Background: an optimization exercise with open tools, aiming at small area, a short achievable clock period and few clock cycles per item. Do not read the settings as production practice. RTL that was checked went through simulation tests only; none was proved equivalent to the original.

==> inputs of run a <==
Design alu_adder, start of the top module:
module alu_adder (
    input             clk,
    input             rst,
    input             req_valid,
    output            req_ready,
    input      [7:0]  ctrl,
    input      [31:0] src,
    input      [31:0] dest,
    input             flag_we,
    input      [5:0]  flag_wdata,
    output reg        resp_valid,
    output     [31:0] result,
    output     [5:0]  flags,
    output reg        faulted,
    output reg [2:0]  fault_cause
);
Settings: LEC_CHECK=0, ABC_AREA=1, CAP_MARGIN=50, CORE_MARGIN=2, CORE_UTILIZATION=60, MIN_ROUTING_LAYER=met2, SLEW_MARGIN=50; clock period 13.0 ns.
run.sh (not shown) runs the stock make flow with config.mk's settings and CLKGATE_MAP_FILE= SYNTH_SCRIPT=/design/flow/synth_recipe.tcl, a recipe that flattens the netlist after the stock synthesis.
==> run b: changes against run a <==
--- a/flow/design.v
+++ b/flow/design.v
@@ -21,23 +21,25 @@
     localparam OP_SAL = 5'd16;
     localparam CAUSE_DIV_ZERO = 3'd2, CAUSE_DIV_OVF = 3'd3;
     localparam CAUSE_ILL_OP = 3'd4, CAUSE_ILL_W = 3'd5;
     localparam I_IDLE = 0;    
     localparam I_MUL  = 1;    
     localparam I_MFIN = 2;    
     localparam I_DNEG = 3;    
     localparam I_DNS  = 8;    
+    localparam I_DMFIN = 9;   
     localparam I_DCLZ = 4;    
     localparam I_DALN = 5;    
     localparam I_DIT  = 6;    
     localparam I_DFIN = 7;    
-    localparam [8:0] S_IDLE = 8'd1 << I_IDLE, S_MUL = 8'd1 << I_MUL, S_MFIN = 8'd1 << I_MFIN,
+    localparam [9:0] S_IDLE = 8'd1 << I_IDLE, S_MUL = 8'd1 << I_MUL, S_MFIN = 8'd1 << I_MFIN,
                      S_DNEG = 8'd1 << I_DNEG, S_DCLZ = 8'd1 << I_DCLZ, S_DALN = 8'd1 << I_DALN,
-                     S_DIT = 8'd1 << I_DIT, S_DFIN = 8'd1 << I_DFIN, S_DNS = 9'd1 << I_DNS;
+                     S_DIT = 8'd1 << I_DIT, S_DFIN = 8'd1 << I_DFIN, S_DNS = 10'd1 << I_DNS,
+                     S_DMFIN = 10'd1 << I_DMFIN;
     function [31:0] rev32(input [31:0] x);
         integer k;
         for (k = 0; k < 32; k = k + 1) rev32[k] = x[31 - k];
     endfunction
     function [5:0] clz32(input [31:0] x);
         reg [15:0] z1; reg [15:0] c1;        
         reg [7:0]  z2; reg [15:0] c2;        
         reg [3:0]  z3; reg [11:0] c3;        
@@ -66,37 +68,39 @@
     function msb_w(input [31:0] x, input is8, input is16);
         msb_w = is8 ? x[7] : is16 ? x[15] : x[31];
     endfunction
     reg cf, pf, af, zf, sf, of;
     assign flags = {of, sf, zf, af, pf, cf};
     reg        ready_r;
     reg        v;
     reg [31:0] sr, dr;
-    reg [35:0] acc;
-    reg [8:0]  st;
+    reg [31:0] acc;        
+    reg [35:0] mh;         
+    reg [9:0]  st;
     reg [4:0]  cnt;
-    reg        b_one0, b_two0, b_neg0, b_one1, b_two1, b_neg1;
+    reg        b_p1_0, b_n1_0, b_p2_0, b_n2_0, b_p1_1, b_n1_1, b_p2_1, b_n2_1;
     reg        neg_sel;       
     reg        aln_lt;        
+    reg        rneg;          
     reg        w8, w16;
     reg        m_mid, m_hi;    
     reg        x_mid, x_hi;    
     reg        c_ill_op, c_ill_w;
     reg        c_add, c_sub, c_cin;    
     reg        c_and, c_or, c_xor;
     reg        c_shl, c_shr, c_sar;
     reg        c_mul, c_imul, c_div, c_sdiv, c_rem;
     reg        s_neg, d_neg;   
-    reg        k_xdr, k_xinv, k_ysr, k_yinv, k_c1, k_calu;
+    reg        k_xdr, k_xinv, k_ysr, k_yinv, k_c1, k_calu, k_xtop;
     assign req_ready = ready_r;
-    assign result = acc[31:0];
+    assign result = acc;
     wire s_idle = st[I_IDLE], s_mul = st[I_MUL], s_mfin = st[I_MFIN], s_dneg = st[I_DNEG];
     wire s_dclz = st[I_DCLZ], s_daln = st[I_DALN], s_dit = st[I_DIT], s_dfin = st[I_DFIN];
-    wire s_dns = st[I_DNS];
+    wire s_dns = st[I_DNS], s_dmfin = st[I_DMFIN];
     wire [4:0] in_op = ctrl[4:0];
     wire [1:0] in_wc = ctrl[6:5];
     wire in_w8  = (in_wc == 2'b00);
     wire in_w16 = (in_wc == 2'b01);
     wire in_ill_op = ctrl[7] || (in_op > OP_SAL);
     wire in_ill_w  = (in_wc == 2'b11);
     wire in_add  = (in_op == OP_ADD) || (in_op == OP_ADC);
     wire in_sub  = (in_op == OP_SUB) || (in_op == OP_SBB);
@@ -107,17 +111,17 @@
     wire [31:0] mask = {{16{m_hi}}, {8{m_mid}}, 8'hFF};
     wire d_msb = msb_w(dr, w8, w16);
     wire [31:0] d_sx = dr | {{16{x_hi}}, {8{x_mid}}, 8'h00};
     wire c_shift = c_shl | c_shr | c_sar;
     wire c_arith = c_add | c_sub;
     wire        a_cin = k_c1 | (k_calu & (c_sub ^ (c_cin & cf)));
     wire [31:0] ax = (dr & {32{k_xdr}}) ^ {32{k_xinv}};    
     wire [31:0] ay = (sr & {32{k_ysr}}) ^ {32{k_yinv}};
-    wire [33:0] asum_x = {1'b0, ax, a_cin} + {k_yinv, ay, 1'b1};
+    wire [33:0] asum_x = {k_xtop & rneg, ax, a_cin} + {k_yinv, ay, 1'b1};
     wire [32:0] asum = asum_x[33:1];
     wire [31:0] r_add = asum[31:0] & mask;
     wire        a_cf = w8 ? asum[8] : w16 ? asum[16] : asum[32];
     wire        a_of = (msb_w(ay, w8, w16) == d_msb) && (msb_w(asum[31:0], w8, w16) != d_msb);
     wire [31:0] az_p = ax ^ ay;
     wire [31:0] az_k = {ax[30:0] | ay[30:0], a_cin};
     wire        a_zf = &((~(az_p ^ az_k)) | ~mask);
     wire        sh_aln = s_daln;
@@ -135,74 +139,80 @@
     wire [31:0] r_alu = c_arith ? r_add : r_nonarith;
     wire        r_cf = c_arith ? a_cf : c_shift ? sh_cf : 1'b0;
     wire        r_of = c_arith ? a_of : c_shift ? sh_of : 1'b0;
     wire alu_wflags = !(c_shift && sr[4:0] == 5'd0);
     wire r_zf = c_arith ? a_zf : (r_nonarith == 32'd0);
     wire r_sf = msb_w(r_alu, w8, w16);
     wire r_pf = ~^r_alu[7:0];
     wire [35:0] mD = {{4{d_neg}}, d_sx};
-    function [2:0] booth_enc(input [2:0] y);    
-        booth_enc = {y[2], (y[2] & ~y[1] & ~y[0]) | (~y[2] & y[1] & y[0]), y[1] ^ y[0]};
+    function [3:0] booth_enc(input [2:0] y);    
+        reg one, two;
+        begin
+            one = y[1] ^ y[0];
+            two = (y[2] & ~y[1] & ~y[0]) | (~y[2] & y[1] & y[0]);
+            booth_enc = {two & y[2], two & ~y[2], one & y[2], one & ~y[2]};
+        end
     endfunction
-    wire [36:0] pp0 = (({37{b_one0}} & {mD[35], mD}) | ({37{b_two0}} & {mD, 1'b0})) ^ {37{b_neg0}};
-    wire [36:0] pp1 = (({37{b_one1}} & {mD[35], mD}) | ({37{b_two1}} & {mD, 1'b0})) ^ {37{b_neg1}};
-    wire [2:0]  bd0 = {b_neg0, 2'b00};
-    wire [2:0]  bd1 = {b_neg1, 2'b00};
-    wire [35:0] macc_in = acc & {36{!s_idle}};
+    wire [36:0] mD1 = {mD[35], mD};
+    wire [36:0] mD2 = {mD, 1'b0};
+    wire [36:0] pp0 = ({37{b_p1_0}} & mD1) | ({37{b_n1_0}} & ~mD1) | ({37{b_p2_0}} & mD2) | ({37{b_n2_0}} & ~mD2);
+    wire [36:0] pp1 = ({37{b_p1_1}} & mD1) | ({37{b_n1_1}} & ~mD1) | ({37{b_p2_1}} & mD2) | ({37{b_n2_1}} & ~mD2);
+    wire [2:0]  bd0 = {b_n1_0 | b_n2_0, 2'b00};
+    wire [2:0]  bd1 = {b_n1_1 | b_n2_1, 2'b00};
+    wire [35:0] macc_in = mh & {36{!s_idle}};
     wire [39:0] m_a = {{4{macc_in[35]}}, macc_in};
     wire [39:0] m_b = {{3{pp0[36]}}, pp0};
     wire [39:0] m_c = {pp1[36], pp1, bd1[2], bd1[2]};
     wire [39:0] m_s1 = m_a ^ m_b ^ m_c;
     wire [39:0] m_c1 = {(m_a[38:0] & m_b[38:0]) | (m_a[38:0] & m_c[38:0]) | (m_b[38:0] & m_c[38:0]), bd1[2]};
     wire [40:0] msum_x = {m_s1, bd0[2]} + {m_c1, 1'b1};
     wire [39:0] msum = msum_x[40:1];
     wire [31:0] mul_lo = w8 ? {24'd0, sr[31:24]} : w16 ? {16'd0, sr[31:16]} : sr;
     wire [35:0] mz_y = yprev ? mD : 36'd0;    
-    wire [35:0] mz_p = acc ^ mz_y;
-    wire [35:0] mz_k = acc | mz_y;
+    wire [35:0] mz_p = mh ^ mz_y;
+    wire [35:0] mz_k = mh | mz_y;
     wire        mz_zero = (mz_p == {mz_k[34:0], 1'b0});
-    wire        mul_ovf = c_imul ? (acc != {36{sr[31]}}) : !mz_zero;
+    wire        mul_ovf = c_imul ? (mh != {36{sr[31]}}) : !mz_zero;
     reg         yprev;
     wire div_sa = c_sdiv && d_neg;
     wire div_sb = c_sdiv && s_neg;
     wire div_by_zero = (sr == 32'd0);
     wire div_overflow = c_sdiv && (sr == mask) && (dr == (mask ^ (mask >> 1)));
     wire [5:0] clz_s = clz32(sr);
     wire [5:0] clz_d = clz32(dr);
     wire [6:0] aln_n = {1'b0, clz_s} - {1'b0, clz_d};
-    wire       dq = !asum[32];                  
-    wire [31:0] q_next = {acc[30:0], dq};
-    wire [31:0] rem_next = dq ? asum[31:0] : dr;
+    wire [31:0] q_next = {acc[30:0], !asum[32]};
     wire act = v && !faulted;
     wire idle_fault = act && s_idle && (c_ill_op || c_ill_w || (c_div && (div_by_zero || div_overflow)));
     wire [2:0] idle_cause = c_ill_op ? CAUSE_ILL_OP : c_ill_w ? CAUSE_ILL_W :
                             div_by_zero ? CAUSE_DIV_ZERO : CAUSE_DIV_OVF;
     wire idle_alu = act && s_idle && !c_ill_op && !c_ill_w && !c_mul && !c_div;
     wire dit_last = s_dit && (cnt == 5'd0);
-    wire n_resp = idle_alu || (act && (s_mfin || s_dfin || (dit_last && !neg_sel)));
+    wire n_resp = idle_alu || (act && (s_mfin || s_dfin || ((dit_last && !c_rem || s_dmfin) && !neg_sel)));
     wire done_now = n_resp || idle_fault;
-    reg [8:0] n_st;
+    reg [9:0] n_st;
     always @(*) begin
         n_st = st;
         if (!act) n_st = S_IDLE;
         else if (s_idle) begin
             if (idle_fault || idle_alu) n_st = S_IDLE;
             else if (c_mul) n_st = S_MUL;
             else if (div_sb) n_st = S_DNS;
             else if (div_sa) n_st = S_DNEG;
             else n_st = S_DALN;
         end
         else if (s_mul) n_st = (cnt == 5'd0) ? S_MFIN : S_MUL;
         else if (s_mfin || s_dfin) n_st = S_IDLE;
         else if (s_dns) n_st = div_sa ? S_DNEG : S_DCLZ;
         else if (s_dneg) n_st = S_DCLZ;
         else if (s_dclz) n_st = S_DALN;
         else if (s_daln) n_st = aln_lt ? S_DFIN : S_DIT;
-        else if (s_dit) n_st = (cnt != 5'd0) ? S_DIT : neg_sel ? S_DFIN : S_IDLE;
+        else if (s_dit) n_st = (cnt != 5'd0) ? S_DIT : c_rem ? S_DMFIN : neg_sel ? S_DFIN : S_IDLE;
+        else if (s_dmfin) n_st = neg_sel ? S_DFIN : S_IDLE;
     end
     reg [4:0] n_cnt;
     always @(*) begin
         if (s_idle) begin
             n_cnt = c_div ? aln_n[4:0] : w8 ? 5'd0 : w16 ? 5'd2 : 5'd6;
         end else if (s_dclz) begin
             n_cnt = aln_n[4:0];
         end else if (s_daln || s_dns || s_dneg) begin
@@ -211,31 +221,37 @@
             n_cnt = cnt - 5'd1;
         end
     end
     wire n_negsel = s_idle ? (c_rem ? div_sa : (div_sa ^ div_sb)) : neg_sel;
     wire cap = ready_r;
     wire cap_v = cap && req_valid;
     wire nv = cap ? req_valid : (v && !done_now);
     wire next_last = (s_mul && cnt == 5'd0) || (s_daln && aln_lt) ||
-                     (s_dit && ((cnt == 5'd0) ? neg_sel : (cnt == 5'd1 && !neg_sel))) ||
-                     (s_daln && !aln_lt && cnt == 5'd0 && !neg_sel);
+                     (s_dit && ((cnt == 5'd0) ? (c_rem ? !neg_sel : neg_sel)
+                                             : (cnt == 5'd1 && !neg_sel && !c_rem))) ||
+                     (s_daln && !aln_lt && cnt == 5'd0 && !neg_sel && !c_rem) ||
+                     (s_dmfin && neg_sel);
+    wire n_rneg = s_dit & asum[32];
     wire n_rdy = cap ? (!req_valid || !in_muldiv) : (!v || done_now || next_last);
-    reg nk_xdr, nk_xinv, nk_ysr, nk_yinv, nk_c1, nk_calu;
+    reg nk_xdr, nk_xinv, nk_ysr, nk_yinv, nk_c1, nk_calu, nk_xtop;
     always @(*) begin
         nk_xdr = 1'b1; nk_xinv = 1'b0; nk_ysr = 1'b1; nk_yinv = in_sub; nk_c1 = 1'b0; nk_calu = 1'b1;
+        nk_xtop = 1'b0;
         if (cap_v) begin
         end else if (n_st[I_DNS]) begin
             nk_xdr = 1'b0; nk_yinv = 1'b1; nk_c1 = 1'b1; nk_calu = 1'b0;
         end else if (n_st[I_DNEG]) begin
             nk_xinv = 1'b1; nk_ysr = 1'b0; nk_yinv = 1'b0; nk_c1 = 1'b1; nk_calu = 1'b0;
         end else if (n_st[I_DFIN]) begin
             nk_xinv = n_negsel; nk_ysr = 1'b0; nk_yinv = 1'b0; nk_c1 = n_negsel; nk_calu = 1'b0;
+        end else if (n_st[I_DMFIN]) begin
+            nk_ysr = n_rneg; nk_yinv = 1'b0; nk_c1 = 1'b0; nk_calu = 1'b0; nk_xtop = 1'b1;
         end else begin
-            nk_yinv = 1'b1; nk_c1 = 1'b1; nk_calu = 1'b0;
+            nk_yinv = !n_rneg; nk_c1 = !n_rneg; nk_calu = 1'b0; nk_xtop = 1'b1;
         end
     end
     always @(posedge clk) begin
         if (rst) begin
             ready_r     <= 1'b1;
             v           <= 1'b0;
             st          <= S_IDLE;
             resp_valid  <= 1'b0;
@@ -257,37 +273,33 @@
                 cf <= r_cf; of <= r_of; zf <= r_zf; sf <= r_sf; pf <= r_pf;
             end else if (act && s_mfin) begin
                 cf <= mul_ovf; of <= mul_ovf;
             end
         end
         cnt <= n_cnt;
         neg_sel <= n_negsel;
         aln_lt <= aln_n[6];
-        {k_xdr, k_xinv, k_ysr, k_yinv, k_c1, k_calu} <= {nk_xdr, nk_xinv, nk_ysr, nk_yinv, nk_c1, nk_calu};
+        {k_xdr, k_xinv, k_ysr, k_yinv, k_c1, k_calu, k_xtop} <= {nk_xdr, nk_xinv, nk_ysr, nk_yinv, nk_c1, nk_calu, nk_xtop};
+        rneg <= n_rneg;
+        mh <= msum[39:4];
         if (s_idle) begin
-            if (c_mul) acc <= msum[39:4];
-            else if (c_div) acc <= 36'd0;
-            else acc <= {4'd0, r_alu};
-        end else if (s_mul) begin
-            acc <= msum[39:4];
+            if (c_div) acc <= 32'd0;
+            else acc <= r_alu;
         end else if (s_mfin) begin
-            acc <= {4'd0, mul_lo};
+            acc <= mul_lo;
         end else if (s_dit) begin
-            if (cnt == 5'd0 && !neg_sel)
-                acc <= {4'd0, (c_rem ? rem_next : q_next) & mask};
-            else
-                acc <= {4'd0, q_next};
-        end else if (s_dfin) begin
-            acc <= {4'd0, r_add};
+            acc <= q_next;
+        end else if (s_dmfin || s_dfin) begin
+            acc <= r_add;
         end
         yprev <= sr[3];
-        if (cap) {b_neg0, b_two0, b_one0, b_neg1, b_two1, b_one1} <=
+        if (cap) {b_n2_0, b_p2_0, b_n1_0, b_p1_0, b_n2_1, b_p2_1, b_n1_1, b_p1_1} <=
                      {booth_enc({src[1:0], 1'b0}), booth_enc(src[3:1])};
-        else {b_neg0, b_two0, b_one0, b_neg1, b_two1, b_one1} <=
+        else {b_n2_0, b_p2_0, b_n1_0, b_p1_0, b_n2_1, b_p2_1, b_n1_1, b_p1_1} <=
                      {booth_enc(sr[5:3]), booth_enc(sr[7:5])};
         if (cap) begin
             w8 <= in_w8; w16 <= in_w16;
             m_mid <= !in_w8; m_hi <= !in_w8 && !in_w16;
             x_mid <= in_dsx && in_w8 && dest[7];
             x_hi <= in_dsx && (in_w8 ? dest[7] : in_w16 && dest[15]);
             c_ill_op <= in_ill_op;
             c_ill_w  <= in_ill_w;
@@ -314,15 +326,15 @@
             if (s_dns) sr <= r_add;
             if (s_mul) sr <= {msum[3:0], sr[31:4]};
             if (s_dneg) dr <= r_add;
             if (s_daln) begin
                 if (aln_lt) dr <= c_rem ? dr : 32'd0;
                 else sr <= sh_lv;
             end
             if (s_dit) begin
-                sr <= {1'b0, sr[31:1]};
-                if (cnt == 5'd0) dr <= c_rem ? rem_next : q_next;
-                else dr <= rem_next;
+                if (cnt != 5'd0) sr <= {1'b0, sr[31:1]};
+                dr <= (cnt == 5'd0 && !c_rem) ? q_next : asum[31:0];
             end
+            if (s_dmfin) dr <= asum[31:0];
         end
     end
 endmodule
Settings changed: MIN_ROUTING_LAYER met2 to unset.
==> summary of the runs <==
- Run a never finished: it broke off in 5_1_grt. Run b finished clean.
- Of run a and run b, run b has the higher synthesized cell count (gap 0.69%, measured against run b).
- Between run b and run a, the lower area after synthesis is in run a (gap 1.1%, measured against run a).
==> figures <==
Status: run a stopped before the end; run b finished clean
Stage where the flow stopped: run a 5_1_grt; run b -
Area share of the leading cell type in the synthesized netlist: run a 0.143; run b 0.150
Flip-flop and latch count after synthesis: run a 166; run b 203
Gp weighted congestion: run a 1.52; run b 1.11
Maximum number of buffers from clock root to sink: run a 2; run b 3
Number of synthesized flops with an enable pin: run a 97; run b 93
Post-Synth XOR/XNOR Area: run a 0.0676; run b 0.0520
Complex-gate fraction of the synthesized area: run a 0.215; run b 0.218
Number of buffers inserted during clock tree synthesis: run a 17; run b 26
Final HPWL DP: run a 113 mm; run b 105 mm
Mean post-synth cell area: run a 6.20 um2; run b 6.23 um2
Primary flip-flop cell chosen by synthesis mapping: run a sky130_fd_sc_hd__edfxtp_1; run b sky130_fd_sc_hd__dfxtp_1
Fraction of synthesized area in multiplexers: run a 0.000410; run b 0
Testbench counts of run b, summed over its fixed seeds: cycles 55,703, items 24,000.
The RTL of run a was laid out without a check of its function.

## re-timing with driven ports
In the flow no input, the clock included, has a driving cell. The finished layout below was timed again as built, in two steps. Step 1, drivers: a clkbuf_16 drives clk and a buf_2 each remaining input, both assumed. Step 2 moves the port delays by t, midway between the first and last clock arrival at a register: inputs arrive t later, outputs are due t later. That takes back most of the time a late clock gives input paths. Slacks: ideal / step 1 / step 2; pairs: ideal / step 1.
run: run b
shift t [ns]: 0.667
slack for setup (ns): 8.166 / 8.166 / 8.166
hold WS [ns]: 0.496 / 0.496 / 0.496
worst register clock-pin slew, ns: 0.07 / 0.07
worst data-port slew with drivers (ns): 0.06
After both steps run b still meets setup and hold. For run b, drivers alone change the setup slack by 0.000 ns; drivers and shift together by 0.000 ns.
